Context: an optimization exercise on an open-source flow, tuned for small area. The choices shown serve that exercise and are no tape-out recipe. In this exercise RTL edits were held to simulation tests only and were not proved equivalent to the original. Power is estimated from default activity; no workload was simulated.

## ts0710_codec
module ts0710_codec (
    input  wire        clk,
    input  wire        rst,           
    input  wire        compat,        
    input  wire        stat_clr,      
    input  wire        rx_valid,
    input  wire [7:0]  rx_data,
    input  wire        rx_flush,      
    output wire        rx_code_valid,
    output wire [3:0]  rx_code,
    output wire [7:0]  frm_addr,
    output wire [7:0]  frm_ctrl,
    output wire [15:0] frm_len,
    output wire [7:0]  frm_fcs,
    output wire        pay_valid,
    output wire [7:0]  pay_data,
    output wire        in_frame,
    output wire [15:0] acc_len,
    input  wire        tx_start,
    input  wire [7:0]  tx_addr,
    input  wire [7:0]  tx_ctrl,
    input  wire [15:0] tx_len,
    output wire        tx_ready,
    input  wire        tx_pl_valid,
    input  wire [7:0]  tx_pl_data,
    output wire        tx_pl_ready,
    output wire        tx_valid,
    output wire [7:0]  tx_data,
    output reg  [31:0] cnt_ok,
    output reg  [31:0] cnt_framing,
    output reg  [31:0] cnt_checksum,
    output reg  [31:0] cnt_overflow,
    output reg  [3:0]  err_flags      
);
Size: about 1,100 cells after synthesis, ~270 I/O pins, roughly 10,000 sq um of cells after synthesis.
Settings: LEC_CHECK=0, CAP_MARGIN=20, CORE_MARGIN=2, CORE_UTILIZATION=65, SLEW_MARGIN=20; clock period 10.0 ns.
standard.sh (not shown) runs the stock make flow with config.mk's settings and CLKGATE_MAP_FILE= SYNTH_SCRIPT=/design/flow/synth_recipe.tcl, a recipe that flattens the netlist after the stock synthesis.
==> flow/flow/run.sh <==
#!/bin/bash
# The standard layout with three changes:
#  - synthesis maps for area (flow/synth_prelude.tcl, flow/area.abc);
#  - plain buf_1 cells as the port buffers;
#  - a clock tree of clkbuf_8 cells on clusters of up to 17 flip-flops.
set -euo pipefail
cat flow/synth_prelude.tcl synth_recipe.tcl > area_synth.tcl
export AREA_ABC_SCRIPT="$PWD/flow/area.abc"
bash standard.sh finish "SYNTH_SCRIPT=$PWD/area_synth.tcl" \
  "BUFFER_PORTS_ARGS=-buffer_cell sky130_fd_sc_hd__buf_1" \
  "CTS_ARGS=-sink_clustering_enable -repair_clock_nets -sink_clustering_size 17 -sink_clustering_max_diameter 65 -buf_list {sky130_fd_sc_hd__clkbuf_4 sky130_fd_sc_hd__clkbuf_8} -dont_use_dummy_load" > standard.log 2>&1
==> flow/flow/area.abc <==
strash
&get -n
&st
&dch -f
&nf -a -R 1000
&put
strash
&get -n
&st
&dch -f
&nf -a -R 1000
&put
strash
&get -n
&st
&dch -f
&nf -a -R 1000
&put
mfs3 -a -e
==> flow/flow/synth_prelude.tcl <==
# Area-oriented synthesis: the adders are left to ABC as plain logic, and ABC
# maps with flow/area.abc (area-oriented mapping) in place of ORFS's speed
# script. Everything else is the standard synthesis (synth_recipe.tcl,
# appended after this file), so the registers are the same.
set ::env(ADDER_MAP_FILE) ""
proc abc {args} {
  set i [lsearch -exact $args -script]
  if { $i >= 0 } {
    lset args [expr { $i + 1 }] $::env(AREA_ABC_SCRIPT)
  }
  yosys abc {*}$args
}
Edit:
--- a/flow/flow/run.sh
+++ b/flow/flow/run.sh
@@ -10,2 +10,2 @@
   "BUFFER_PORTS_ARGS=-buffer_cell sky130_fd_sc_hd__buf_1" \
-  "CTS_ARGS=-sink_clustering_enable -repair_clock_nets -sink_clustering_size 17 -sink_clustering_max_diameter 65 -buf_list {sky130_fd_sc_hd__clkbuf_4 sky130_fd_sc_hd__clkbuf_8} -dont_use_dummy_load" > standard.log 2>&1
+  "CTS_ARGS=-sink_clustering_enable -repair_clock_nets -sink_clustering_size 17 -sink_clustering_max_diameter 65 -buf_list sky130_fd_sc_hd__clkbuf_8 -dont_use_dummy_load" > standard.log 2>&1
--- a/flow/flow/area.abc
+++ b/flow/flow/area.abc
@@ -1 +1,19 @@
+strash
+&get -n
+&st
+&dch -f
+&nf -a -R 1000
+&put
+strash
+&get -n
+&st
+&dch -f
+&nf -a -R 1000
+&put
+strash
+&get -n
+&st
+&dch -f
+&nf -a -R 1000
+&put
 strash
Setup slack got worse by 0.024 ns. Clock skew shrinks by 0.023 ns. Via count barely changes. Synthesized area went down slightly. Sequential power barely changes. Sequential cell count is unchanged. Non-clock buffer count goes down by 2. Cell count goes down slightly. Routed wire length rose by a few percent. Critical path depth stays the same. Sequential share of layout area grows by 0.34 points.
Edit:
Settings changed: CORE_UTILIZATION 65 to 75.
Combinational power rose slightly.
Final cell count shrinks slightly.
Die area goes down by roughly a tenth.
Sequential power is about the same.
Synthesized cell count does not change.
Critical path depth does not change.
Count of clock-buffer cells in the layout is unchanged.
Non-clock buffer count falls by 1.
Setup slack is worse by 0.28 ns.
Wire length grows by a few percent.
Edit:
==> flow/flow/area.abc (replaced) <==
strash
&get -n
&st
&dch -f
&nf -a -R 1000
&put
strash
&get -n
&st
&dch -f
&nf -a -R 1000
&put
strash
&get -n
&st
&dch -f
&nf -a -R 1000
&put
mfs3 -a -e
Settings changed: CORE_UTILIZATION 75 to 65.
=> Total power came out lower slightly; area after synthesis came out higher slightly; non-clock buffer count came out higher by 3; global-route usage came out lower by 6.6 points; critical path depth is unchanged; clock power came out lower slightly; count of clock-buffer cells in the layout stays the same; final cell count came out higher slightly; setup slack gains 0.30 ns.

---

Setup of exp/willow:
ts0710_codec, a different RTL version from the one above (not shown whole).
For scale: roughly 260 flip-flops.
==> flow/config.mk <==
export PLATFORM = sky130hd
export DESIGN_NAME = ts0710_codec
export DESIGN_NICKNAME = ts0710_codec
export VERILOG_FILES = /design/flow/design.v
export SDC_FILE = /design/flow/constraint.sdc
export NUM_CORES = 4
export LEC_CHECK = 0
export CAP_MARGIN = 20
export CORE_MARGIN = 2
export CORE_UTILIZATION = 65
export SLEW_MARGIN = 20
==> flow/constraint.sdc <==
create_clock -name core_clock -period 10.0 [get_ports {clk}]
set_input_delay 2.0000 -clock core_clock [delete_from_list [all_inputs] [get_ports {clk}]]
set_output_delay 2.0000 -clock core_clock [all_outputs]
set_load 0.01 [all_outputs]
==> flow/flow/run.sh <==
#!/bin/bash
set -euo pipefail
bash standard.sh finish "BUFFER_PORTS_ARGS=-buffer_cell sky130_fd_sc_hd__buf_1" \
  "CTS_ARGS=-sink_clustering_enable -repair_clock_nets -sink_clustering_size 24 -sink_clustering_max_diameter 60 -buf_list sky130_fd_sc_hd__clkbuf_16 -dont_use_dummy_load" > standard.log 2>&1
exp/willow completed end to end with timing, DRC and antenna clean.
Setup changes, exp/willow to exp/onyx
==> flow/flow/run.sh <==
#!/bin/bash
# The standard layout with three changes:
#  - synthesis maps for area (flow/synth_prelude.tcl, flow/area.abc);
#  - plain buf_1 cells as the port buffers;
#  - a clock tree of clkbuf_8 cells on clusters of up to 14 flip-flops.
set -euo pipefail
cat flow/synth_prelude.tcl synth_recipe.tcl > area_synth.tcl
export AREA_ABC_SCRIPT="$PWD/flow/area.abc"
bash standard.sh finish "SYNTH_SCRIPT=$PWD/area_synth.tcl" \
  "BUFFER_PORTS_ARGS=-buffer_cell sky130_fd_sc_hd__buf_1" \
  "CTS_ARGS=-sink_clustering_enable -repair_clock_nets -sink_clustering_size 14 -sink_clustering_max_diameter 60 -buf_list sky130_fd_sc_hd__clkbuf_8 -dont_use_dummy_load" > standard.log 2>&1
==> flow/flow/area.abc (new file) <==
strash
&get -n
&st
&dch -f
&nf -a -R 1000
&put
strash
&get -n
&st
&dch -f
&nf -a -R 1000
&put
==> flow/flow/synth_prelude.tcl (new file) <==
# Area-oriented synthesis: the adders are left to ABC as plain logic, and ABC
# maps with flow/area.abc (area-oriented mapping) in place of ORFS's speed
# script. Everything else is the standard synthesis (synth_recipe.tcl,
# appended after this file), so the registers are the same.
set ::env(ADDER_MAP_FILE) ""
proc abc {args} {
  set i [lsearch -exact $args -script]
  if { $i >= 0 } {
    lset args [expr { $i + 1 }] $::env(AREA_ABC_SCRIPT)
  }
  yosys abc {*}$args
}
On switching share of power: between exp/onyx and exp/willow, it ends up lower for exp/willow.
Relative to exp/willow, exp/onyx improves design area.
Hold slack: exp/onyx vs exp/willow down 0.0071 ns
exp/willow → exp/onyx: minimum setup slack in the final design now larger, share of the core filled with cells now larger.
Lower power after layout was reported by exp/onyx, not exp/willow.
Delta(ratio of final minimum period to clock period, exp/onyx - exp/willow) < 0
Compared with exp/willow, in exp/onyx die area lower, insertion delay of the later-clocked pin in the worst-skew pair higher, number of ordinary inverters in the final layout lower.
exp/willow vs exp/onyx, slowest stage cell on the critical path: sky130_fd_sc_hd__o21ai_0 vs sky130_fd_sc_hd__dfxtp_1
The lower combinational share of power of exp/onyx and exp/willow is in exp/willow.
Inputs modified between exp/onyx and exp/garnet:
==> flow/flow/run.sh <==
#!/bin/bash
set -euo pipefail
bash standard.sh finish "BUFFER_PORTS_ARGS=-buffer_cell sky130_fd_sc_hd__buf_1" \
  "CTS_ARGS=-sink_clustering_enable -repair_clock_nets -sink_clustering_size 18 -sink_clustering_max_diameter 70 -buf_list sky130_fd_sc_hd__clkbuf_8 -dont_use_dummy_load" > standard.log 2>&1
removed: flow/flow/area.abc
removed: flow/flow/synth_prelude.tcl
exp/onyx did not stop at any stage, and its layout met the timing, design-rule and antenna checks. exp/garnet: done, clean on timing, DRC and antenna. Compound-cell area share of the yosys netlist: exp/garnet < exp/onyx. Summary of exp/garnet over exp/onyx: last weighted congestion value of the routability-driven placer lost 0.023; total met3 wirelength after detailed routing went down; clock transition time at the flip-flop clock pins of the worst setup and hold paths moved up; count of placed standard cells in the final layout, fillers left out picked up an extra about 2.5%; area used by multi-input combinational logic now larger. Per the comparison of exp/garnet with exp/onyx, number of vias in the routed layout went down; static leakage power went up.
Input changes introduced in exp/pepper (baseline for comparison: exp/garnet):
==> flow/flow/run.sh <==
#!/bin/bash
# The standard layout, with plain buf_1 cells as the port buffers and a
# clock tree of clkbuf_8 cells on clusters of up to 14 flip-flops.
set -euo pipefail
bash standard.sh finish "BUFFER_PORTS_ARGS=-buffer_cell sky130_fd_sc_hd__buf_1" \
  "CTS_ARGS=-sink_clustering_enable -repair_clock_nets -sink_clustering_size 14 -sink_clustering_max_diameter 60 -buf_list sky130_fd_sc_hd__clkbuf_8 -dont_use_dummy_load" > standard.log 2>&1
--- outcome ---
- exp/pepper was carried through to the last stage, and its layout satisfied the timing, design-rule and antenna checks.
- Going from exp/garnet to exp/pepper, clock-cell share of area grows by 0.40 points.
- Summary — wire length of the first global-routing pass, exp/pepper relative to exp/garnet: higher, by about 0.45%.
- Of the two candidates, exp/garnet has the better final cell area excluding filler cells and exp/pepper the worse one.
- Per the comparison of exp/pepper with exp/garnet, sequential share of layout area lost 0.18 points, number of buffers created by CTS picked up an extra 4.

==> static timing again, ports no longer ideal <==
The results above use ideal ports. As a check the final layouts listed here were re-extracted and re-timed, cells and wires unchanged.
Step 1 (the two cells are an assumption about what drives the block):
set clk [get_ports {clk}]
set_driving_cell -lib_cell sky130_fd_sc_hd__clkbuf_16 $clk
set_driving_cell -lib_cell sky130_fd_sc_hd__buf_2 [delete_from_list [all_inputs] $clk]
Step 2 adds t to the input delays and takes it off the output delays; t is the mean of the earliest and latest rising clock arrival at the registers after step 1. Input paths then give back, and output paths get back, about the clock's delay inside the block.
a / b / c = ideal / step 1 / step 2; a / b = the first two.
run	t, ns	slack for setup (ns)	latest minus earliest clock arrival (ns)
the first run of note 1	0.537	4.150 / 4.150 / 4.150	0.048 / 0.048
the second run of note 1	0.546	4.126 / 4.126 / 4.126	0.029 / 0.029
the third run of note 1	0.539	3.849 / 3.849 / 3.849	0.042 / 0.042
the fourth run of note 1	0.537	4.150 / 4.150 / 4.150	0.048 / 0.048
exp/willow	0.527	3.150 / 3.150 / 3.150	0.045 / 0.046
exp/onyx	0.538	4.381 / 4.381 / 4.381	0.038 / 0.037
exp/garnet	0.548	3.129 / 3.129 / 3.129	0.027 / 0.028
exp/pepper	0.580	3.174 / 3.174 / 3.174	0.037 / 0.037
After both steps setup and hold are still met in every run listed.
